Background: an optimization exercise with open tools, aiming at small area, a short achievable clock period and few clock cycles per item. Do not read the settings as production practice.
At most, simulation tests tie the RTL to the original design; equivalence was not proved.
For run 2, only the layout was checked, not whether the RTL still works.

## flow/design.v (module list and top-level ports; edited modules follow where they fit)
// module dec32: 3313 lines
module dec32 (
    input  wire        clk,
    input  wire        rst,
    input  wire        in_valid,
    output wire        in_ready,
    input  wire [31:0] in_value,
    output wire        out_valid,
    input  wire        out_ready,
    output wire [3:0]  out_len,
    output wire [87:0] out_str
);
  // ...
==> flow/flow/run.sh <==
#!/bin/bash
# The standard layout (the standard.sh, standard synthesis included), with
# ORFS's timing repair aimed at a setup slack of 6.8 ns instead of 0 so that it
# works toward a shorter achieved period. The clock period and the SDC are
# unchanged. standard.sh's full output goes to standard.log.
export SETUP_SLACK_MARGIN=6.8
# every port still gets its own buffer, a buf_2 rather than the default pick
export BUFFER_PORTS_ARGS="-buffer_cell sky130_fd_sc_hd__buf_2"
bash standard.sh > standard.log 2>&1
==> flow/standard.sh <==
#!/bin/bash
# synth_recipe.tcl (not shown) runs the flow's synth.tcl, then flattens the netlist and writes it again
# the make line also repeats each setting of config.mk as NAME=value (left out here)
make -C /OpenROAD-flow-scripts/flow DESIGN_CONFIG=/design/flow/config.mk WORK_HOME=/design/flow/orfs CLKGATE_MAP_FILE= SYNTH_SCRIPT=/design/flow/synth_recipe.tcl "${@:-finish}"
==> flow/config.mk <==
export PLATFORM = sky130hd
export DESIGN_NAME = dec32
export DESIGN_NICKNAME = dec32
export VERILOG_FILES = /design/flow/design.v
export SDC_FILE = /design/flow/constraint.sdc
export NUM_CORES = 4
export LEC_CHECK = 0
export ABC_AREA = 1
export CAP_MARGIN = 20
export CORE_MARGIN = 2
export CORE_UTILIZATION = 50
export SLEW_MARGIN = 20
==> flow/constraint.sdc <==
create_clock -name core_clock -period 10.0 [get_ports {clk}]
set_input_delay 2.0000 -clock core_clock [delete_from_list [all_inputs] [get_ports {clk}]]
set_output_delay 2.0000 -clock core_clock [all_outputs]
set_load 0.01 [all_outputs]
==> impl_metrics.tcl, run 1 <==
set metrics [dict create \
    outcome "timing/DRC/antenna clean" \
    grt_setup_unrepaired "true" \
    synthAdderAreaFrac 0.0105 \
    die_w_um 216 \
    yosysTopAreaCell "sky130_fd_sc_hd__edfxtp_1" \
    max_cap_viol_count 0 \
    final-hold-violation-count 0 \
    maxUsedRoutingLayer "met4" \
    finalCoreUtilization 0.577 \
    critical_path.reg2reg.endpoint "rl_s[2]" \
    hold_path.startpoint "r0_n" \
    crit_required_ns 10.39 \
    leading_registers_by_flop_count "o_nib (44), rl_d (38), sk_d (38)" \
    timing.critical_path.buf_inv 1 \
    layout.comb_gates.multi_input 2262 \
    synth_cell_type_count 60 \
    yosys-top-cells-count "sky130_fd_sc_hd__nand2_1, sky130_fd_sc_hd__inv_1, sky130_fd_sc_hd__edfxtp_1" \
    layout.nonclk_buf_frac 0.0360 \
    synthFlopType "sky130_fd_sc_hd__edfxtp_1" \
    n_all_buffers 151 \
    die_area_mm2 0.0468 \
    gr-usage-all-layers 0.208 \
    clock.fmax_mhz 288 \
    timing.critical_path.cells "buf_8 -> nor3_4 -> nand4_1 -> nor2_2 -> nand2_2 -> nor3_2 -> nand2_1 -> or3_4 -> nor3_4 -> nand2_2 -> o21ai_2 -> xor2_1" \
    place.detailed.hpwl_mm 36.3 \
    post_drt_wl_per_cell_um 12.6 \
    cts_tree "yes" \
    finalClockSkew_ns 0.0121 \
    total_i_o_pin_count 130 \
    yosysMostFrequentCell "sky130_fd_sc_hd__nand2_1" \
    slowest_cell_on_the_critical_path "sky130_fd_sc_hd__or3_4" \
    post_synthesis_xor_xnor_area_fraction 0.0132 \
    hold-path-endpoint "r1_n" \
    groute.layer.met1.usage 0.237 \
    max_slew.worst_pin.slew_ns 0.987 \
]
Testbench counts, summed over its fixed seeds: cycles 2,104, items 2,048.
==> inputs of run 2 (changes only) <==
--- a/flow/design.v
+++ b/flow/design.v
@@ -4,26 +4,35 @@
     input  wire        in_valid,
     output wire        in_ready,
     input  wire [31:0] in_value,
     output wire        out_valid,
     input  wire        out_ready,
     output wire [3:0]  out_len,
     output wire [87:0] out_str
 );
-    reg  sv;                
-    wire adv = ~sv;         
-    wire        in_neg = in_value[31];
-    wire [31:0] in_mag = in_neg ? (~in_value + 32'd1) : in_value;
-    reg  [31:0] r0_m;
-    reg         r0_n, r0_v;
-    always @(posedge clk) if (adv) begin r0_m <= in_mag; r0_n <= in_neg; end
-    always @(posedge clk) if (rst) r0_v <= 1'b0; else if (adv) r0_v <= in_valid;
-    wire [31:0] mag = r0_m;
-    wire        neg0 = r0_n;
+    reg  ov;                
+    wire adv = ~ov | out_ready;
+    reg  [31:0] isk_x;      
+    reg         isk_v;      
+    reg         isk_r;      
+    always @(posedge clk) if (~isk_v) isk_x <= in_value;
+    always @(posedge clk)
+        if (rst) isk_v <= 1'b0; else isk_v <= ~adv & (isk_v | in_valid);
+    always @(posedge clk)
+        if (rst) isk_r <= 1'b0; else isk_r <= ~adv & (isk_r | in_valid);
+    assign in_ready = ~isk_r;
+    wire [31:0] in_x = isk_v ? isk_x : in_value;
+    wire        in_v = isk_v | in_valid;
+    reg  [31:0] r0_x;
+    reg         r0_v;
+    always @(posedge clk) if (adv) r0_x <= in_x;
+    always @(posedge clk) if (rst) r0_v <= 1'b0; else if (adv) r0_v <= in_v;
+    wire        neg0 = r0_x[31];
+    wire [31:0] mag  = neg0 ? (~r0_x + 32'd1) : r0_x;
     wire d1_0_0 = mag[31];
     wire d2_0_0 = mag[30];
     wire d2_0_1 = d1_0_0;
     wire d3_0_0 = mag[29];
     wire d3_0_1 = d2_0_0;
     wire d3_0_2 = d2_0_1;
     wire d4_0_0 = mag[28];
     wire d4_0_1 = d3_0_0;
@@ -146,18 +155,27 @@
     wire d8_0_1 = a8_0[0];
     wire d8_0_2 = a8_0[1];
     wire d8_0_3 = a8_0[2];
     wire d8_1_0 = a8_0[3];
     wire d8_1_1 = a8_1[0];
     wire d8_1_2 = a8_1[1];
     wire d8_1_3 = a8_1[2];
     wire d8_2_0 = a8_1[3];
+    reg [23:0] r1_m;
+    reg [8:0] r1_d;
+    reg r1_n, r1_v;
+    always @(posedge clk) if (adv) begin
+        r1_m <= mag[23:0];
+        r1_d <= {d8_2_0, d8_1_3, d8_1_2, d8_1_1, d8_1_0, d8_0_3, d8_0_2, d8_0_1, d8_0_0};
+        r1_n <= neg0;
+    end
+    always @(posedge clk) if (rst) r1_v <= 1'b0; else if (adv) r1_v <= r0_v;
     reg [3:0] a9_0;
-    always @(*) case ({d8_0_3, d8_0_2, d8_0_1, d8_0_0})
+    always @(*) case ({r1_d[3], r1_d[2], r1_d[1], r1_d[0]})
         4'd0: a9_0 = 4'd0;
         4'd1: a9_0 = 4'd1;
         4'd2: a9_0 = 4'd2;
         4'd3: a9_0 = 4'd3;
         4'd4: a9_0 = 4'd4;
         4'd5: a9_0 = 4'd8;
         4'd6: a9_0 = 4'd9;
         4'd7: a9_0 = 4'd10;
@@ -166,17 +184,17 @@
         4'd10: a9_0 = 4'd11;
         4'd11: a9_0 = 4'd12;
         4'd12: a9_0 = 4'd11;
         4'd13: a9_0 = 4'd12;
         4'd14: a9_0 = 4'd11;
         4'd15: a9_0 = 4'd12;
     endcase
     reg [3:0] a9_1;
-    always @(*) case ({d8_1_3, d8_1_2, d8_1_1, d8_1_0})
+    always @(*) case ({r1_d[7], r1_d[6], r1_d[5], r1_d[4]})
         4'd0: a9_1 = 4'd0;
         4'd1: a9_1 = 4'd1;
         4'd2: a9_1 = 4'd2;
         4'd3: a9_1 = 4'd3;
         4'd4: a9_1 = 4'd4;
         4'd5: a9_1 = 4'd8;
         4'd6: a9_1 = 4'd9;
         4'd7: a9_1 = 4'd10;
@@ -184,26 +202,26 @@
         4'd9: a9_1 = 4'd12;
         4'd10: a9_1 = 4'd11;
         4'd11: a9_1 = 4'd12;
         4'd12: a9_1 = 4'd11;
         4'd13: a9_1 = 4'd12;
         4'd14: a9_1 = 4'd11;
         4'd15: a9_1 = 4'd12;
     endcase
-    wire d9_0_0 = mag[23];
+    wire d9_0_0 = r1_m[23];
     wire d9_0_1 = a9_0[0];
     wire d9_0_2 = a9_0[1];
     wire d9_0_3 = a9_0[2];
     wire d9_1_0 = a9_0[3];
     wire d9_1_1 = a9_1[0];
     wire d9_1_2 = a9_1[1];
     wire d9_1_3 = a9_1[2];
     wire d9_2_0 = a9_1[3];
-    wire d9_2_1 = d8_2_0;
+    wire d9_2_1 = r1_d[8];
     reg [3:0] a10_0;
     always @(*) case ({d9_0_3, d9_0_2, d9_0_1, d9_0_0})
         4'd0: a10_0 = 4'd0;
         4'd1: a10_0 = 4'd1;
         4'd2: a10_0 = 4'd2;
         4'd3: a10_0 = 4'd3;
         4'd4: a10_0 = 4'd4;
         4'd5: a10_0 = 4'd8;
@@ -232,38 +250,29 @@
         4'd9: a10_1 = 4'd12;
         4'd10: a10_1 = 4'd11;
         4'd11: a10_1 = 4'd12;
         4'd12: a10_1 = 4'd11;
         4'd13: a10_1 = 4'd12;
         4'd14: a10_1 = 4'd11;
         4'd15: a10_1 = 4'd12;
     endcase
-    wire d10_0_0 = mag[22];
+    wire d10_0_0 = r1_m[22];
     wire d10_0_1 = a10_0[0];
     wire d10_0_2 = a10_0[1];
     wire d10_0_3 = a10_0[2];
     wire d10_1_0 = a10_0[3];
     wire d10_1_1 = a10_1[0];
     wire d10_1_2 = a10_1[1];
     wire d10_1_3 = a10_1[2];
     wire d10_2_0 = a10_1[3];
     wire d10_2_1 = d9_2_0;
     wire d10_2_2 = d9_2_1;
-    reg [21:0] r1_m;
-    reg [10:0] r1_d;
-    reg r1_n, r1_v;
-    always @(posedge clk) if (adv) begin
-        r1_m <= mag[21:0];
-        r1_d <= {d10_2_2, d10_2_1, d10_2_0, d10_1_3, d10_1_2, d10_1_1, d10_1_0, d10_0_3, d10_0_2, d10_0_1, d10_0_0};
-        r1_n <= neg0;
-    end
-    always @(posedge clk) if (rst) r1_v <= 1'b0; else if (adv) r1_v <= r0_v;
     reg [3:0] a11_0;
-    always @(*) case ({r1_d[3], r1_d[2], r1_d[1], r1_d[0]})
+    always @(*) case ({d10_0_3, d10_0_2, d10_0_1, d10_0_0})
         4'd0: a11_0 = 4'd0;
         4'd1: a11_0 = 4'd1;
         4'd2: a11_0 = 4'd2;
         4'd3: a11_0 = 4'd3;
         4'd4: a11_0 = 4'd4;
         4'd5: a11_0 = 4'd8;
         4'd6: a11_0 = 4'd9;
         4'd7: a11_0 = 4'd10;
@@ -272,17 +281,17 @@
         4'd10: a11_0 = 4'd11;
         4'd11: a11_0 = 4'd12;
         4'd12: a11_0 = 4'd11;
         4'd13: a11_0 = 4'd12;
         4'd14: a11_0 = 4'd11;
         4'd15: a11_0 = 4'd12;
     endcase
     reg [3:0] a11_1;
-    always @(*) case ({r1_d[7], r1_d[6], r1_d[5], r1_d[4]})
+    always @(*) case ({d10_1_3, d10_1_2, d10_1_1, d10_1_0})
         4'd0: a11_1 = 4'd0;
         4'd1: a11_1 = 4'd1;
         4'd2: a11_1 = 4'd2;
         4'd3: a11_1 = 4'd3;
         4'd4: a11_1 = 4'd4;
         4'd5: a11_1 = 4'd8;
         4'd6: a11_1 = 4'd9;
         4'd7: a11_1 = 4'd10;
@@ -291,17 +300,17 @@
         4'd10: a11_1 = 4'd11;
         4'd11: a11_1 = 4'd12;
         4'd12: a11_1 = 4'd11;
         4'd13: a11_1 = 4'd12;
         4'd14: a11_1 = 4'd11;
         4'd15: a11_1 = 4'd12;
     endcase
     reg [3:0] a11_2;
-    always @(*) case ({1'b0, r1_d[10], r1_d[9], r1_d[8]})
+    always @(*) case ({1'b0, d10_2_2, d10_2_1, d10_2_0})
         4'd0: a11_2 = 4'd0;
         4'd1: a11_2 = 4'd1;
         4'd2: a11_2 = 4'd2;
         4'd3: a11_2 = 4'd3;
         4'd4: a11_2 = 4'd4;
         4'd5: a11_2 = 4'd8;
         4'd6: a11_2 = 4'd9;
         4'd7: a11_2 = 4'd10;
@@ -538,18 +547,27 @@
     wire d14_2_0 = a14_1[3];
     wire d14_2_1 = a14_2[0];
     wire d14_2_2 = a14_2[1];
     wire d14_2_3 = a14_2[2];
     wire d14_3_0 = a14_2[3];
     wire d14_3_1 = d13_3_0;
     wire d14_3_2 = d13_3_1;
     wire d14_3_3 = d13_3_2;
+    reg [17:0] r2_m;
+    reg [15:0] r2_d;
+    reg r2_n, r2_v;
+    always @(posedge clk) if (adv) begin
+        r2_m <= r1_m[17:0];
+        r2_d <= {d14_3_3, d14_3_2, d14_3_1, d14_3_0, d14_2_3, d14_2_2, d14_2_1, d14_2_0, d14_1_3, d14_1_2, d14_1_1, d14_1_0, d14_0_3, d14_0_2, d14_0_1, d14_0_0};
+        r2_n <= r1_n;
+    end
+    always @(posedge clk) if (rst) r2_v <= 1'b0; else if (adv) r2_v <= r1_v;
     reg [3:0] a15_0;
-    always @(*) case ({d14_0_3, d14_0_2, d14_0_1, d14_0_0})
+    always @(*) case ({r2_d[3], r2_d[2], r2_d[1], r2_d[0]})
         4'd0: a15_0 = 4'd0;
         4'd1: a15_0 = 4'd1;
         4'd2: a15_0 = 4'd2;
         4'd3: a15_0 = 4'd3;
         4'd4: a15_0 = 4'd4;
         4'd5: a15_0 = 4'd8;
         4'd6: a15_0 = 4'd9;
         4'd7: a15_0 = 4'd10;
@@ -558,17 +576,17 @@
         4'd10: a15_0 = 4'd11;
         4'd11: a15_0 = 4'd12;
         4'd12: a15_0 = 4'd11;
         4'd13: a15_0 = 4'd12;
         4'd14: a15_0 = 4'd11;
         4'd15: a15_0 = 4'd12;
     endcase
     reg [3:0] a15_1;
-    always @(*) case ({d14_1_3, d14_1_2, d14_1_1, d14_1_0})
+    always @(*) case ({r2_d[7], r2_d[6], r2_d[5], r2_d[4]})
         4'd0: a15_1 = 4'd0;
         4'd1: a15_1 = 4'd1;
         4'd2: a15_1 = 4'd2;
         4'd3: a15_1 = 4'd3;
         4'd4: a15_1 = 4'd4;
         4'd5: a15_1 = 4'd8;
         4'd6: a15_1 = 4'd9;
         4'd7: a15_1 = 4'd10;
@@ -577,17 +595,17 @@
         4'd10: a15_1 = 4'd11;
         4'd11: a15_1 = 4'd12;
         4'd12: a15_1 = 4'd11;
         4'd13: a15_1 = 4'd12;
         4'd14: a15_1 = 4'd11;
         4'd15: a15_1 = 4'd12;
     endcase
     reg [3:0] a15_2;
-    always @(*) case ({d14_2_3, d14_2_2, d14_2_1, d14_2_0})
+    always @(*) case ({r2_d[11], r2_d[10], r2_d[9], r2_d[8]})
         4'd0: a15_2 = 4'd0;
         4'd1: a15_2 = 4'd1;
         4'd2: a15_2 = 4'd2;
         4'd3: a15_2 = 4'd3;
         4'd4: a15_2 = 4'd4;
         4'd5: a15_2 = 4'd8;
         4'd6: a15_2 = 4'd9;
         4'd7: a15_2 = 4'd10;
@@ -596,17 +614,17 @@
         4'd10: a15_2 = 4'd11;
         4'd11: a15_2 = 4'd12;
         4'd12: a15_2 = 4'd11;
         4'd13: a15_2 = 4'd12;
         4'd14: a15_2 = 4'd11;
         4'd15: a15_2 = 4'd12;
     endcase
     reg [3:0] a15_3;
-    always @(*) case ({d14_3_3, d14_3_2, d14_3_1, d14_3_0})
+    always @(*) case ({r2_d[15], r2_d[14], r2_d[13], r2_d[12]})
         4'd0: a15_3 = 4'd0;
         4'd1: a15_3 = 4'd1;
         4'd2: a15_3 = 4'd2;
         4'd3: a15_3 = 4'd3;
         4'd4: a15_3 = 4'd4;
         4'd5: a15_3 = 4'd8;
         4'd6: a15_3 = 4'd9;
         4'd7: a15_3 = 4'd10;
@@ -614,17 +632,17 @@
         4'd9: a15_3 = 4'd12;
         4'd10: a15_3 = 4'd11;
         4'd11: a15_3 = 4'd12;
         4'd12: a15_3 = 4'd11;
         4'd13: a15_3 = 4'd12;
         4'd14: a15_3 = 4'd11;
         4'd15: a15_3 = 4'd12;
     endcase
-    wire d15_0_0 = r1_m[17];
+    wire d15_0_0 = r2_m[17];
     wire d15_0_1 = a15_0[0];
     wire d15_0_2 = a15_0[1];
     wire d15_0_3 = a15_0[2];
     wire d15_1_0 = a15_0[3];
     wire d15_1_1 = a15_1[0];
     wire d15_1_2 = a15_1[1];
     wire d15_1_3 = a15_1[2];
     wire d15_2_0 = a15_1[3];
@@ -707,17 +725,17 @@
         4'd9: a16_3 = 4'd12;
         4'd10: a16_3 = 4'd11;
         4'd11: a16_3 = 4'd12;
         4'd12: a16_3 = 4'd11;
         4'd13: a16_3 = 4'd12;
         4'd14: a16_3 = 4'd11;
         4'd15: a16_3 = 4'd12;
     endcase
-    wire d16_0_0 = r1_m[16];
+    wire d16_0_0 = r2_m[16];
     wire d16_0_1 = a16_0[0];
     wire d16_0_2 = a16_0[1];
     wire d16_0_3 = a16_0[2];
     wire d16_1_0 = a16_0[3];
     wire d16_1_1 = a16_1[0];
     wire d16_1_2 = a16_1[1];
     wire d16_1_3 = a16_1[2];
     wire d16_2_0 = a16_1[3];
@@ -725,27 +743,18 @@
     wire d16_2_2 = a16_2[1];
     wire d16_2_3 = a16_2[2];
     wire d16_3_0 = a16_2[3];
     wire d16_3_1 = a16_3[0];
     wire d16_3_2 = a16_3[1];
     wire d16_3_3 = a16_3[2];
     wire d16_4_0 = a16_3[3];
     wire d16_4_1 = d15_4_0;
-    reg [15:0] r2_m;
-    reg [17:0] r2_d;
-    reg r2_n, r2_v;
-    always @(posedge clk) if (adv) begin
-        r2_m <= r1_m[15:0];
-        r2_d <= {d16_4_1, d16_4_0, d16_3_3, d16_3_2, d16_3_1, d16_3_0, d16_2_3, d16_2_2, d16_2_1, d16_2_0, d16_1_3, d16_1_2, d16_1_1, d16_1_0, d16_0_3, d16_0_2, d16_0_1, d16_0_0};
-        r2_n <= r1_n;
-    end
-    always @(posedge clk) if (rst) r2_v <= 1'b0; else if (adv) r2_v <= r1_v;
     reg [3:0] a17_0;
-    always @(*) case ({r2_d[3], r2_d[2], r2_d[1], r2_d[0]})
+    always @(*) case ({d16_0_3, d16_0_2, d16_0_1, d16_0_0})
         4'd0: a17_0 = 4'd0;
         4'd1: a17_0 = 4'd1;
         4'd2: a17_0 = 4'd2;
         4'd3: a17_0 = 4'd3;
         4'd4: a17_0 = 4'd4;
         4'd5: a17_0 = 4'd8;
         4'd6: a17_0 = 4'd9;
         4'd7: a17_0 = 4'd10;
@@ -754,17 +763,17 @@
         4'd10: a17_0 = 4'd11;
         4'd11: a17_0 = 4'd12;
         4'd12: a17_0 = 4'd11;
         4'd13: a17_0 = 4'd12;
         4'd14: a17_0 = 4'd11;
         4'd15: a17_0 = 4'd12;
     endcase
     reg [3:0] a17_1;
-    always @(*) case ({r2_d[7], r2_d[6], r2_d[5], r2_d[4]})
+    always @(*) case ({d16_1_3, d16_1_2, d16_1_1, d16_1_0})
         4'd0: a17_1 = 4'd0;
         4'd1: a17_1 = 4'd1;
         4'd2: a17_1 = 4'd2;
         4'd3: a17_1 = 4'd3;
         4'd4: a17_1 = 4'd4;
         4'd5: a17_1 = 4'd8;
         4'd6: a17_1 = 4'd9;
         4'd7: a17_1 = 4'd10;
@@ -773,17 +782,17 @@
         4'd10: a17_1 = 4'd11;
         4'd11: a17_1 = 4'd12;
         4'd12: a17_1 = 4'd11;
         4'd13: a17_1 = 4'd12;
         4'd14: a17_1 = 4'd11;
         4'd15: a17_1 = 4'd12;
     endcase
     reg [3:0] a17_2;
-    always @(*) case ({r2_d[11], r2_d[10], r2_d[9], r2_d[8]})
+    always @(*) case ({d16_2_3, d16_2_2, d16_2_1, d16_2_0})
         4'd0: a17_2 = 4'd0;
         4'd1: a17_2 = 4'd1;
         4'd2: a17_2 = 4'd2;
         4'd3: a17_2 = 4'd3;
         4'd4: a17_2 = 4'd4;
         4'd5: a17_2 = 4'd8;
         4'd6: a17_2 = 4'd9;
         4'd7: a17_2 = 4'd10;
@@ -792,17 +801,17 @@
         4'd10: a17_2 = 4'd11;
         4'd11: a17_2 = 4'd12;
         4'd12: a17_2 = 4'd11;
         4'd13: a17_2 = 4'd12;
         4'd14: a17_2 = 4'd11;
         4'd15: a17_2 = 4'd12;
     endcase
     reg [3:0] a17_3;
-    always @(*) case ({r2_d[15], r2_d[14], r2_d[13], r2_d[12]})
+    always @(*) case ({d16_3_3, d16_3_2, d16_3_1, d16_3_0})
         4'd0: a17_3 = 4'd0;
         4'd1: a17_3 = 4'd1;
         4'd2: a17_3 = 4'd2;
         4'd3: a17_3 = 4'd3;
         4'd4: a17_3 = 4'd4;
         4'd5: a17_3 = 4'd8;
         4'd6: a17_3 = 4'd9;
         4'd7: a17_3 = 4'd10;
@@ -827,18 +836,18 @@
     wire d17_2_1 = a17_2[0];
     wire d17_2_2 = a17_2[1];
     wire d17_2_3 = a17_2[2];
     wire d17_3_0 = a17_2[3];
     wire d17_3_1 = a17_3[0];
     wire d17_3_2 = a17_3[1];
     wire d17_3_3 = a17_3[2];
     wire d17_4_0 = a17_3[3];
-    wire d17_4_1 = r2_d[16];
-    wire d17_4_2 = r2_d[17];
+    wire d17_4_1 = d16_4_0;
+    wire d17_4_2 = d16_4_1;
     reg [3:0] a18_0;
     always @(*) case ({d17_0_3, d17_0_2, d17_0_1, d17_0_0})
         4'd0: a18_0 = 4'd0;
         4'd1: a18_0 = 4'd1;
         4'd2: a18_0 = 4'd2;
         4'd3: a18_0 = 4'd3;
         4'd4: a18_0 = 4'd4;
         4'd5: a18_0 = 4'd8;
@@ -1319,18 +1328,27 @@
     wire d21_4_1 = a21_4[0];
     wire d21_4_2 = a21_4[1];
     wire d21_4_3 = a21_4[2];
     wire d21_5_0 = a21_4[3];
     wire d21_5_1 = a21_5[0];
     wire d21_5_2 = a21_5[1];
     wire d21_5_3 = a21_5[2];
     wire d21_6_0 = a21_5[3];
+    reg [10:0] r3_m;
+    reg [24:0] r3_d;
+    reg r3_n, r3_v;
+    always @(posedge clk) if (adv) begin
+        r3_m <= r2_m[10:0];
+        r3_d <= {d21_6_0, d21_5_3, d21_5_2, d21_5_1, d21_5_0, d21_4_3, d21_4_2, d21_4_1, d21_4_0, d21_3_3, d21_3_2, d21_3_1, d21_3_0, d21_2_3, d21_2_2, d21_2_1, d21_2_0, d21_1_3, d21_1_2, d21_1_1, d21_1_0, d21_0_3, d21_0_2, d21_0_1, d21_0_0};
+        r3_n <= r2_n;
+    end
+    always @(posedge clk) if (rst) r3_v <= 1'b0; else if (adv) r3_v <= r2_v;
     reg [3:0] a22_0;
-    always @(*) case ({d21_0_3, d21_0_2, d21_0_1, d21_0_0})
+    always @(*) case ({r3_d[3], r3_d[2], r3_d[1], r3_d[0]})
         4'd0: a22_0 = 4'd0;
         4'd1: a22_0 = 4'd1;
         4'd2: a22_0 = 4'd2;
         4'd3: a22_0 = 4'd3;
         4'd4: a22_0 = 4'd4;
         4'd5: a22_0 = 4'd8;
         4'd6: a22_0 = 4'd9;
         4'd7: a22_0 = 4'd10;
@@ -1339,17 +1357,17 @@
         4'd10: a22_0 = 4'd11;
         4'd11: a22_0 = 4'd12;
         4'd12: a22_0 = 4'd11;
         4'd13: a22_0 = 4'd12;
         4'd14: a22_0 = 4'd11;
         4'd15: a22_0 = 4'd12;
     endcase
     reg [3:0] a22_1;
-    always @(*) case ({d21_1_3, d21_1_2, d21_1_1, d21_1_0})
+    always @(*) case ({r3_d[7], r3_d[6], r3_d[5], r3_d[4]})
         4'd0: a22_1 = 4'd0;
         4'd1: a22_1 = 4'd1;
         4'd2: a22_1 = 4'd2;
         4'd3: a22_1 = 4'd3;
         4'd4: a22_1 = 4'd4;
         4'd5: a22_1 = 4'd8;
         4'd6: a22_1 = 4'd9;
         4'd7: a22_1 = 4'd10;
@@ -1358,17 +1376,17 @@
         4'd10: a22_1 = 4'd11;
         4'd11: a22_1 = 4'd12;
         4'd12: a22_1 = 4'd11;
         4'd13: a22_1 = 4'd12;
         4'd14: a22_1 = 4'd11;
         4'd15: a22_1 = 4'd12;
     endcase
     reg [3:0] a22_2;
-    always @(*) case ({d21_2_3, d21_2_2, d21_2_1, d21_2_0})
+    always @(*) case ({r3_d[11], r3_d[10], r3_d[9], r3_d[8]})
         4'd0: a22_2 = 4'd0;
         4'd1: a22_2 = 4'd1;
         4'd2: a22_2 = 4'd2;
         4'd3: a22_2 = 4'd3;
         4'd4: a22_2 = 4'd4;
         4'd5: a22_2 = 4'd8;
         4'd6: a22_2 = 4'd9;
         4'd7: a22_2 = 4'd10;
@@ -1377,17 +1395,17 @@
         4'd10: a22_2 = 4'd11;
         4'd11: a22_2 = 4'd12;
         4'd12: a22_2 = 4'd11;
         4'd13: a22_2 = 4'd12;
         4'd14: a22_2 = 4'd11;
         4'd15: a22_2 = 4'd12;
     endcase
     reg [3:0] a22_3;
-    always @(*) case ({d21_3_3, d21_3_2, d21_3_1, d21_3_0})
+    always @(*) case ({r3_d[15], r3_d[14], r3_d[13], r3_d[12]})
         4'd0: a22_3 = 4'd0;
         4'd1: a22_3 = 4'd1;
         4'd2: a22_3 = 4'd2;
         4'd3: a22_3 = 4'd3;
         4'd4: a22_3 = 4'd4;
         4'd5: a22_3 = 4'd8;
         4'd6: a22_3 = 4'd9;
         4'd7: a22_3 = 4'd10;
@@ -1396,17 +1414,17 @@
         4'd10: a22_3 = 4'd11;
         4'd11: a22_3 = 4'd12;
         4'd12: a22_3 = 4'd11;
         4'd13: a22_3 = 4'd12;
         4'd14: a22_3 = 4'd11;
         4'd15: a22_3 = 4'd12;
     endcase
     reg [3:0] a22_4;
-    always @(*) case ({d21_4_3, d21_4_2, d21_4_1, d21_4_0})
+    always @(*) case ({r3_d[19], r3_d[18], r3_d[17], r3_d[16]})
         4'd0: a22_4 = 4'd0;
         4'd1: a22_4 = 4'd1;
         4'd2: a22_4 = 4'd2;
         4'd3: a22_4 = 4'd3;
         4'd4: a22_4 = 4'd4;
         4'd5: a22_4 = 4'd8;
         4'd6: a22_4 = 4'd9;
         4'd7: a22_4 = 4'd10;
@@ -1415,17 +1433,17 @@
         4'd10: a22_4 = 4'd11;
         4'd11: a22_4 = 4'd12;
         4'd12: a22_4 = 4'd11;
         4'd13: a22_4 = 4'd12;
         4'd14: a22_4 = 4'd11;
         4'd15: a22_4 = 4'd12;
     endcase
     reg [3:0] a22_5;
-    always @(*) case ({d21_5_3, d21_5_2, d21_5_1, d21_5_0})
+    always @(*) case ({r3_d[23], r3_d[22], r3_d[21], r3_d[20]})
         4'd0: a22_5 = 4'd0;
         4'd1: a22_5 = 4'd1;
         4'd2: a22_5 = 4'd2;
         4'd3: a22_5 = 4'd3;
         4'd4: a22_5 = 4'd4;
         4'd5: a22_5 = 4'd8;
         4'd6: a22_5 = 4'd9;
         4'd7: a22_5 = 4'd10;
@@ -1433,17 +1451,17 @@
         4'd9: a22_5 = 4'd12;
         4'd10: a22_5 = 4'd11;
         4'd11: a22_5 = 4'd12;
         4'd12: a22_5 = 4'd11;
         4'd13: a22_5 = 4'd12;
         4'd14: a22_5 = 4'd11;
         4'd15: a22_5 = 4'd12;
     endcase
-    wire d22_0_0 = r2_m[10];
+    wire d22_0_0 = r3_m[10];
     wire d22_0_1 = a22_0[0];
     wire d22_0_2 = a22_0[1];
     wire d22_0_3 = a22_0[2];
     wire d22_1_0 = a22_0[3];
     wire d22_1_1 = a22_1[0];
     wire d22_1_2 = a22_1[1];
     wire d22_1_3 = a22_1[2];
     wire d22_2_0 = a22_1[3];
@@ -1458,28 +1476,19 @@
     wire d22_4_1 = a22_4[0];
     wire d22_4_2 = a22_4[1];
     wire d22_4_3 = a22_4[2];
     wire d22_5_0 = a22_4[3];
     wire d22_5_1 = a22_5[0];
     wire d22_5_2 = a22_5[1];
     wire d22_5_3 = a22_5[2];
     wire d22_6_0 = a22_5[3];
-    wire d22_6_1 = d21_6_0;
-    reg [9:0] r3_m;
-    reg [25:0] r3_d;
-    reg r3_n, r3_v;
-    always @(posedge clk) if (adv) begin
-        r3_m <= r2_m[9:0];
-        r3_d <= {d22_6_1, d22_6_0, d22_5_3, d22_5_2, d22_5_1, d22_5_0, d22_4_3, d22_4_2, d22_4_1, d22_4_0, d22_3_3, d22_3_2, d22_3_1, d22_3_0, d22_2_3, d22_2_2, d22_2_1, d22_2_0, d22_1_3, d22_1_2, d22_1_1, d22_1_0, d22_0_3, d22_0_2, d22_0_1, d22_0_0};
-        r3_n <= r2_n;
-    end
-    always @(posedge clk) if (rst) r3_v <= 1'b0; else if (adv) r3_v <= r2_v;
+    wire d22_6_1 = r3_d[24];
     reg [3:0] a23_0;
-    always @(*) case ({r3_d[3], r3_d[2], r3_d[1], r3_d[0]})
+    always @(*) case ({d22_0_3, d22_0_2, d22_0_1, d22_0_0})
         4'd0: a23_0 = 4'd0;
         4'd1: a23_0 = 4'd1;
         4'd2: a23_0 = 4'd2;
         4'd3: a23_0 = 4'd3;
         4'd4: a23_0 = 4'd4;
         4'd5: a23_0 = 4'd8;
         4'd6: a23_0 = 4'd9;
         4'd7: a23_0 = 4'd10;
@@ -1488,17 +1497,17 @@
         4'd10: a23_0 = 4'd11;
         4'd11: a23_0 = 4'd12;
         4'd12: a23_0 = 4'd11;
         4'd13: a23_0 = 4'd12;
         4'd14: a23_0 = 4'd11;
         4'd15: a23_0 = 4'd12;
     endcase
     reg [3:0] a23_1;
-    always @(*) case ({r3_d[7], r3_d[6], r3_d[5], r3_d[4]})
+    always @(*) case ({d22_1_3, d22_1_2, d22_1_1, d22_1_0})
         4'd0: a23_1 = 4'd0;
         4'd1: a23_1 = 4'd1;
         4'd2: a23_1 = 4'd2;
         4'd3: a23_1 = 4'd3;
         4'd4: a23_1 = 4'd4;
         4'd5: a23_1 = 4'd8;
         4'd6: a23_1 = 4'd9;
         4'd7: a23_1 = 4'd10;
@@ -1507,17 +1516,17 @@
         4'd10: a23_1 = 4'd11;
         4'd11: a23_1 = 4'd12;
         4'd12: a23_1 = 4'd11;
         4'd13: a23_1 = 4'd12;
         4'd14: a23_1 = 4'd11;
         4'd15: a23_1 = 4'd12;
     endcase
     reg [3:0] a23_2;
-    always @(*) case ({r3_d[11], r3_d[10], r3_d[9], r3_d[8]})
+    always @(*) case ({d22_2_3, d22_2_2, d22_2_1, d22_2_0})
         4'd0: a23_2 = 4'd0;
         4'd1: a23_2 = 4'd1;
         4'd2: a23_2 = 4'd2;
         4'd3: a23_2 = 4'd3;
         4'd4: a23_2 = 4'd4;
         4'd5: a23_2 = 4'd8;
         4'd6: a23_2 = 4'd9;
         4'd7: a23_2 = 4'd10;
@@ -1526,17 +1535,17 @@
         4'd10: a23_2 = 4'd11;
         4'd11: a23_2 = 4'd12;
         4'd12: a23_2 = 4'd11;
         4'd13: a23_2 = 4'd12;
         4'd14: a23_2 = 4'd11;
         4'd15: a23_2 = 4'd12;
     endcase
     reg [3:0] a23_3;
-    always @(*) case ({r3_d[15], r3_d[14], r3_d[13], r3_d[12]})
+    always @(*) case ({d22_3_3, d22_3_2, d22_3_1, d22_3_0})
         4'd0: a23_3 = 4'd0;
         4'd1: a23_3 = 4'd1;
         4'd2: a23_3 = 4'd2;
         4'd3: a23_3 = 4'd3;
         4'd4: a23_3 = 4'd4;
         4'd5: a23_3 = 4'd8;
         4'd6: a23_3 = 4'd9;
         4'd7: a23_3 = 4'd10;
@@ -1545,17 +1554,17 @@
         4'd10: a23_3 = 4'd11;
         4'd11: a23_3 = 4'd12;
         4'd12: a23_3 = 4'd11;
         4'd13: a23_3 = 4'd12;
         4'd14: a23_3 = 4'd11;
         4'd15: a23_3 = 4'd12;
     endcase
     reg [3:0] a23_4;
-    always @(*) case ({r3_d[19], r3_d[18], r3_d[17], r3_d[16]})
+    always @(*) case ({d22_4_3, d22_4_2, d22_4_1, d22_4_0})
         4'd0: a23_4 = 4'd0;
         4'd1: a23_4 = 4'd1;
         4'd2: a23_4 = 4'd2;
         4'd3: a23_4 = 4'd3;
         4'd4: a23_4 = 4'd4;
         4'd5: a23_4 = 4'd8;
         4'd6: a23_4 = 4'd9;
         4'd7: a23_4 = 4'd10;
@@ -1564,17 +1573,17 @@
         4'd10: a23_4 = 4'd11;
         4'd11: a23_4 = 4'd12;
         4'd12: a23_4 = 4'd11;
         4'd13: a23_4 = 4'd12;
         4'd14: a23_4 = 4'd11;
         4'd15: a23_4 = 4'd12;
     endcase
     reg [3:0] a23_5;
-    always @(*) case ({r3_d[23], r3_d[22], r3_d[21], r3_d[20]})
+    always @(*) case ({d22_5_3, d22_5_2, d22_5_1, d22_5_0})
         4'd0: a23_5 = 4'd0;
         4'd1: a23_5 = 4'd1;
         4'd2: a23_5 = 4'd2;
         4'd3: a23_5 = 4'd3;
         4'd4: a23_5 = 4'd4;
         4'd5: a23_5 = 4'd8;
         4'd6: a23_5 = 4'd9;
         4'd7: a23_5 = 4'd10;
@@ -1607,18 +1616,18 @@
     wire d23_4_1 = a23_4[0];
     wire d23_4_2 = a23_4[1];
     wire d23_4_3 = a23_4[2];
     wire d23_5_0 = a23_4[3];
     wire d23_5_1 = a23_5[0];
     wire d23_5_2 = a23_5[1];
     wire d23_5_3 = a23_5[2];
     wire d23_6_0 = a23_5[3];
-    wire d23_6_1 = r3_d[24];
-    wire d23_6_2 = r3_d[25];
+    wire d23_6_1 = d22_6_0;
+    wire d23_6_2 = d22_6_1;
     reg [3:0] a24_0;
     always @(*) case ({d23_0_3, d23_0_2, d23_0_1, d23_0_0})
         4'd0: a24_0 = 4'd0;
         4'd1: a24_0 = 4'd1;
         4'd2: a24_0 = 4'd2;
         4'd3: a24_0 = 4'd3;
         4'd4: a24_0 = 4'd4;
         4'd5: a24_0 = 4'd8;
@@ -3235,59 +3244,63 @@
     wire [3:0] fd3 = {d32_3_3, d32_3_2, d32_3_1, d32_3_0};
     wire [3:0] fd4 = {d32_4_3, d32_4_2, d32_4_1, d32_4_0};
     wire [3:0] fd5 = {d32_5_3, d32_5_2, d32_5_1, d32_5_0};
     wire [3:0] fd6 = {d32_6_3, d32_6_2, d32_6_1, d32_6_0};
     wire [3:0] fd7 = {d32_7_3, d32_7_2, d32_7_1, d32_7_0};
     wire [3:0] fd8 = {d32_8_3, d32_8_2, d32_8_1, d32_8_0};
     wire [3:0] fd9 = {1'b0, 1'b0, d32_9_1, d32_9_0};
     wire [37:0] fin_d = {fd9[1:0], fd8, fd7, fd6, fd5, fd4, fd3, fd2, fd1, fd0};
-    wire [9:0] e_z;
+    wire [9:1] e_zd;
+    assign e_zd[1] = (fin_d[7:4] == 4'd0);
+    assign e_zd[2] = (fin_d[11:8] == 4'd0);
+    assign e_zd[3] = (fin_d[15:12] == 4'd0);
+    assign e_zd[4] = (fin_d[19:16] == 4'd0);
+    assign e_zd[5] = (fin_d[23:20] == 4'd0);
+    assign e_zd[6] = (fin_d[27:24] == 4'd0);
+    assign e_zd[7] = (fin_d[31:28] == 4'd0);
+    assign e_zd[8] = (fin_d[35:32] == 4'd0);
+    assign e_zd[9] = (fin_d[37:36] == 2'd0);
+    wire [10:0] e_z;
     assign e_z[0] = 1'b1;
-    assign e_z[1] = e_z[0] & (fin_d[37:36] == 2'd0);
-    assign e_z[2] = e_z[1] & (fin_d[35:32] == 4'd0);
-    assign e_z[3] = e_z[2] & (fin_d[31:28] == 4'd0);
-    assign e_z[4] = e_z[3] & (fin_d[27:24] == 4'd0);
-    assign e_z[5] = e_z[4] & (fin_d[23:20] == 4'd0);
-    assign e_z[6] = e_z[5] & (fin_d[19:16] == 4'd0);
-    assign e_z[7] = e_z[6] & (fin_d[15:12] == 4'd0);
-    assign e_z[8] = e_z[7] & (fin_d[11:8] == 4'd0);
-    assign e_z[9] = e_z[8] & (fin_d[7:4] == 4'd0);
-    reg [3:0] e_lz;
-    integer e_j;
-    always @(*) begin
-        e_lz = 4'd0;
-        for (e_j = 1; e_j <= 9; e_j = e_j + 1)
-            if (e_z[e_j]) e_lz = e_j[3:0];
-    end
-    wire [3:0] e_sh = e_lz + {3'd0, ~r4_n};
-    reg  [37:0] rl_d, sk_d;
-    reg         rl_n, sk_n, rl_v;
-    reg  [3:0]  rl_s, sk_s;
+    assign e_z[10] = 1'b0;
+    assign e_z[1] = &e_zd[9:9];
+    assign e_z[2] = &e_zd[9:8];
+    assign e_z[3] = &e_zd[9:7];
+    assign e_z[4] = &e_zd[9:6];
+    assign e_z[5] = &e_zd[9:5];
+    assign e_z[6] = &e_zd[9:4];
+    assign e_z[7] = &e_zd[9:3];
+    assign e_z[8] = &e_zd[9:2];
+    assign e_z[9] = &e_zd[9:1];
+    wire e_lz_0 = (e_z[1] & ~e_z[2]) | (e_z[3] & ~e_z[4]) | (e_z[5] & ~e_z[6]) | (e_z[7] & ~e_z[8]) | e_z[9];
+    wire e_lz_1 = (e_z[2] & ~e_z[4]) | (e_z[6] & ~e_z[8]);
+    wire e_lz_2 = (e_z[4] & ~e_z[8]);
+    wire e_lz_3 = e_z[8];
+    wire e_lz1_0 = (e_z[0] & ~e_z[1]) | (e_z[2] & ~e_z[3]) | (e_z[4] & ~e_z[5]) | (e_z[6] & ~e_z[7]) | (e_z[8] & ~e_z[9]);
+    wire e_lz1_1 = (e_z[1] & ~e_z[3]) | (e_z[5] & ~e_z[7]) | e_z[9];
+    wire e_lz1_2 = (e_z[3] & ~e_z[7]);
+    wire e_lz1_3 = e_z[7];
+    wire [3:0] e_sh = r4_n ? {e_lz_3, e_lz_2, e_lz_1, e_lz_0}
+                        : {e_lz1_3, e_lz1_2, e_lz1_1, e_lz1_0};
+    reg  [37:0] rl_d;
+    reg         rl_n, rl_v;
+    reg  [3:0]  rl_s;
     always @(posedge clk) if (adv) begin
         rl_d <= fin_d; rl_n <= r4_n;
-        sk_d <= rl_d;  sk_n <= rl_n;
-        rl_s <= e_sh;  sk_s <= rl_s;
+        rl_s <= e_sh;
     end
     always @(posedge clk) if (rst) rl_v <= 1'b0; else if (adv) rl_v <= r4_v;
-    reg         ov, svm, svr;
-    wire        o_free = ~ov | out_ready;
-    always @(posedge clk)
-        if (rst) sv <= 1'b0; else sv <= ~o_free & (sv | rl_v);
-    always @(posedge clk)
-        if (rst) svm <= 1'b0; else svm <= ~o_free & (svm | rl_v);
-    always @(posedge clk)
-        if (rst) svr <= 1'b0; else svr <= ~o_free & (svr | rl_v);
-    assign in_ready = ~svr;
+    wire o_free = adv;
     always @(posedge clk)
         if (rst) ov <= 1'b0;
-        else if (o_free) ov <= svm | rl_v;
-    wire [37:0] f_d = svm ? sk_d : rl_d;
-    wire        f_n = svm ? sk_n : rl_n;
-    wire [3:0]  sh  = svm ? sk_s : rl_s;
+        else if (adv) ov <= rl_v;
+    wire [37:0] f_d = rl_d;
+    wire        f_n = rl_n;
+    wire [3:0]  sh  = rl_s;
     wire [43:0] t = {f_d[3:0], f_d[7:4], f_d[11:8], f_d[15:12], f_d[19:16],
                      f_d[23:20], f_d[27:24], f_d[31:28], f_d[35:32], 2'b00, f_d[37:36], 4'd0};
     wire [43:0] t1 = sh[0] ? {4'd0, t[43:4]}  : t;
     wire [43:0] t2 = sh[1] ? {8'd0, t1[43:8]} : t1;
     wire [43:0] t3 = sh[2] ? {16'd0, t2[43:16]} : t2;
     wire [43:0] t4 = sh[3] ? {32'd0, t3[43:32]} : t3;
     wire [10:0] pres;
     genvar gi;
==> flow/flow/run.sh (replaced) <==
#!/bin/bash
# The standard layout (the standard.sh, standard synthesis included), with
# ORFS's timing repair aimed at a setup slack of 6.85 ns instead of 0 so that
# it works toward a shorter achieved period. The clock period and the SDC are
# unchanged. Every port still gets its own buffer (a buf_2 rather than the
# default pick). standard.sh's full output goes to standard.log.
export SETUP_SLACK_MARGIN=6.85
export BUFFER_PORTS_ARGS="-buffer_cell sky130_fd_sc_hd__buf_2"
bash standard.sh > standard.log 2>&1
==> impl_metrics.tcl, run 2 <==
set metrics [dict create \
    yosysMostFrequentCell "sky130_fd_sc_hd__nand2_1" \
    grt_setup_unrepaired "true" \
    largest_register_ffs 44 \
    placement.io_buffers 106 \
    routed_wirelength_mm 50.4 \
    cts_max_path_buffers 3 \
    timing.setup.critical_path_class "flip-flop to primary output" \
    dieHeight_um 215 \
    num_rows 77 \
    routed_vias 20000 \
    number_of_buffers_created_by_cts 37 \
    regMostFlops "o_nib" \
    ctsHtreeMaxLevel 2 \
    path_delay_family "flip-flops" \
    via_per_inst 5.09 \
    layout-drive-gt1-share 0.176 \
    ant_nets 0 \
    synth_sequential_area_ratio 0.412 \
    slew-limit-headroom 0.386 \
    total_i_o_pin_count 130 \
    cts_num_sinks 319 \
    place.detailed.hpwl_mm 36.9 \
    postLayoutSetupSlackWorst_ns 6.85 \
    crit_required_ns 8.00 \
    area_delta_synth_final_pct 14.2 \
    fin_tns_setup_ns 0 \
    timing.critical_path.buf_inv 1 \
    top_library_cells_by_usage_in_the_layout_fill_and_taps_aside "sky130_fd_sc_hd__nand2_1, sky130_fd_sc_hd__inv_1, sky130_fd_sc_hd__nor2_1" \
    finalCoreUtilization 0.576 \
    synth_async_sr_flop_share 0 \
    synth-edff-count 278 \
    post-place-ws_ns 5.95 \
    drv_slew 0 \
    post_synth_inst_count 3162 \
    final_cell_area_mm2 0.0254 \
    finalSetupViolCount 0 \
    grt_pass1_wl_mm 82.2 \
    fin_crit_sh 0.315 \
    hold_path_class "flip-flop to flip-flop" \
    cp_slowest_stage_delay_ns 0.42 \
    leading_registers_by_flop_count "o_nib (44), rl_d (38), r4_d (33)" \
    arrival_ns 1.15 \
    drc 0 \
    post_drt_wl_per_cell_um 12.9 \
    clk_latency_ns 0.55 \
    area_of_the_core_mm2 0.0441 \
    floorplan.initialDensity 0.505 \
    clock.fmax_mhz 318 \
    largest_net_degree_at_the_start_of_global_routing 104 \
    insertedDiodeCount 0 \
    yosysTopAreaCell "sky130_fd_sc_hd__edfxtp_1" \
    worst-path-max-fanout 1 \
    final-hold-violation-count 0 \
    cts_root_buf "sky130_fd_sc_hd__clkbuf_16" \
    post-route-min-period_ns 3.15 \
    drt_iter0_drc 1105 \
    number_of_nets_in_the_finished_design 3349 \
    synth_cell_type_count 65 \
    gp_congestion 0.861 \
    grt_pass1_vias 18600 \
    place_inst 3820 \
    worst_setup_path_start_kind "flip-flop" \
    finalNonFillerCells 3918 \
    synthFlopType "sky130_fd_sc_hd__edfxtp_1" \
    share_of_the_synthesized_area_in_the_top_cell_type 0.375 \
    timing.critical_path.cells "buf_2" \
    syn_area_mm2 0.0223 \
    gr-usage-all-layers 0.211 \
    yosys-top-cells-count "sky130_fd_sc_hd__nand2_1, sky130_fd_sc_hd__inv_1, sky130_fd_sc_hd__nor2_1" \
    outcome "timing/DRC/antenna clean" \
    max_cap_viol_count 0 \
    synth_top_cells_by_area "sky130_fd_sc_hd__edfxtp_1, sky130_fd_sc_hd__nand2_1, sky130_fd_sc_hd__inv_1, sky130_fd_sc_hd__nor2_1, sky130_fd_sc_hd__nand3_1" \
    overflow 0 \
    die_w_um 215 \
    clk_transition_reported_paths_ns 0.07 \
    placement.cell_area_mm2 0.0233 \
    slowest_cell_on_the_critical_path "sky130_fd_sc_hd__edfxtp_1" \
    final_common_cell "sky130_fd_sc_hd__nand2_1" \
    cts_tree "yes" \
    synth-seq-cells 319 \
    finalClockSkew_ns 0.0139 \
    initial_antenna_violation_count 0 \
    max_slew.worst_pin.slew_ns 0.919 \
    syn_area_per_cell_um2 7.04 \
    die_area_mm2 0.0462 \
    worstSetupEndpointType "primary output" \
    dr.pass1.iters 5 \
    synth-warning-count 1 \
]
[run 2: area by class of cell]
type                            instances  area (um^2)
Multi-Input combinational cell       2344        11700
Clock buffer                           45          998
Timing Repair inverter                  1         16.3
Inverter                              451         1720
Tap cell                              592          741
Clock inverter                         23          233
Fill cell                            4151        18700
Sequential cell                       319         9170
Timing Repair Buffer                  143          856
[run 2: path summary, 6_finish.rpt]
kind / startpoint / to / slack [ns] / cells past startpoint
max: o_nib[24] / out_str[48] / 6.85 / 1
min: r2_m[9] / r3_m[9] / 0.42 / 0
max reg2reg: r0_x[0] / r1_d[1] / 6.91 / 19
min reg2reg: r2_m[9] / r3_m[9] / 0.42 / 0
[run 2: repair_timing]
action	in CTS	in global routing
buffers inserted	1	28
hold buffers	0	0
cloned	1	0
setup endpoints to repair	88	128
pin swaps	0	45
resized for setup	4	172
[run 2: stage by stage]
step                      hold slack [ns]
after detailed placement            0.405
after CTS                           0.419
after floorplan                     0.400
final                               0.417
after global placement              0.403
after global routing                0.424
[run 2: kinds of logic (layout without fill, tap and decap cells)]
group,Yosys count,count (layout),synth area share
XOR/XNOR,28,28,0.0110
other,2,23,0.000337
multiplexers,9,9,0.00405
AO/OA/AOI/OAI,477,477,0.131
adder cells (fa/ha/maj),16,16,0.00899
buffers and inverters,520,663,0.0933
flip-flops,319,319,0.412
AND/OR/NAND/NOR,1791,1791,0.340
[run 2: metal layers]
layer  up-vias  share of wire  GRT usage
li1      10500              -          -
met4         0          0.025     0.0660
met1      9104           0.44      0.251
met2       291           0.51      0.392
met3        87          0.033     0.0269
met5         -              0          0

==> re-timing with driven ports <==
The results above use ideal ports. As a check the final layouts listed here were re-extracted and re-timed, cells and wires unchanged. Step 1 (the two cells are an assumption about what drives the block):
set clk [get_ports {clk}]
set_driving_cell -lib_cell sky130_fd_sc_hd__clkbuf_16 $clk
set_driving_cell -lib_cell sky130_fd_sc_hd__buf_2 [delete_from_list [all_inputs] $clk]
Step 2 moves the port delays by t, midway between the first and last clock arrival at a register: inputs arrive t later, outputs are due t later. That takes back most of the time a late clock gives input paths. a / b / c = no drivers / after step 1 / after step 2; a / b = the first two.
run | shift t [ns] | slack for setup (ns) | worst hold slack (ns) | worst setup path after step 2
run 1 | 0.605 | 6.531 / 6.544 / 5.939 | 0.408 / 0.408 / 0.408 | input to register
run 2 | 0.603 | 6.855 / 6.797 / 6.623 | 0.417 / 0.417 / 0.417 | input to register
After both steps every run listed still meets setup and hold. The setup slack of run 1, which loses most, moves by +0.013 ns with the drivers and by -0.592 ns with both steps.
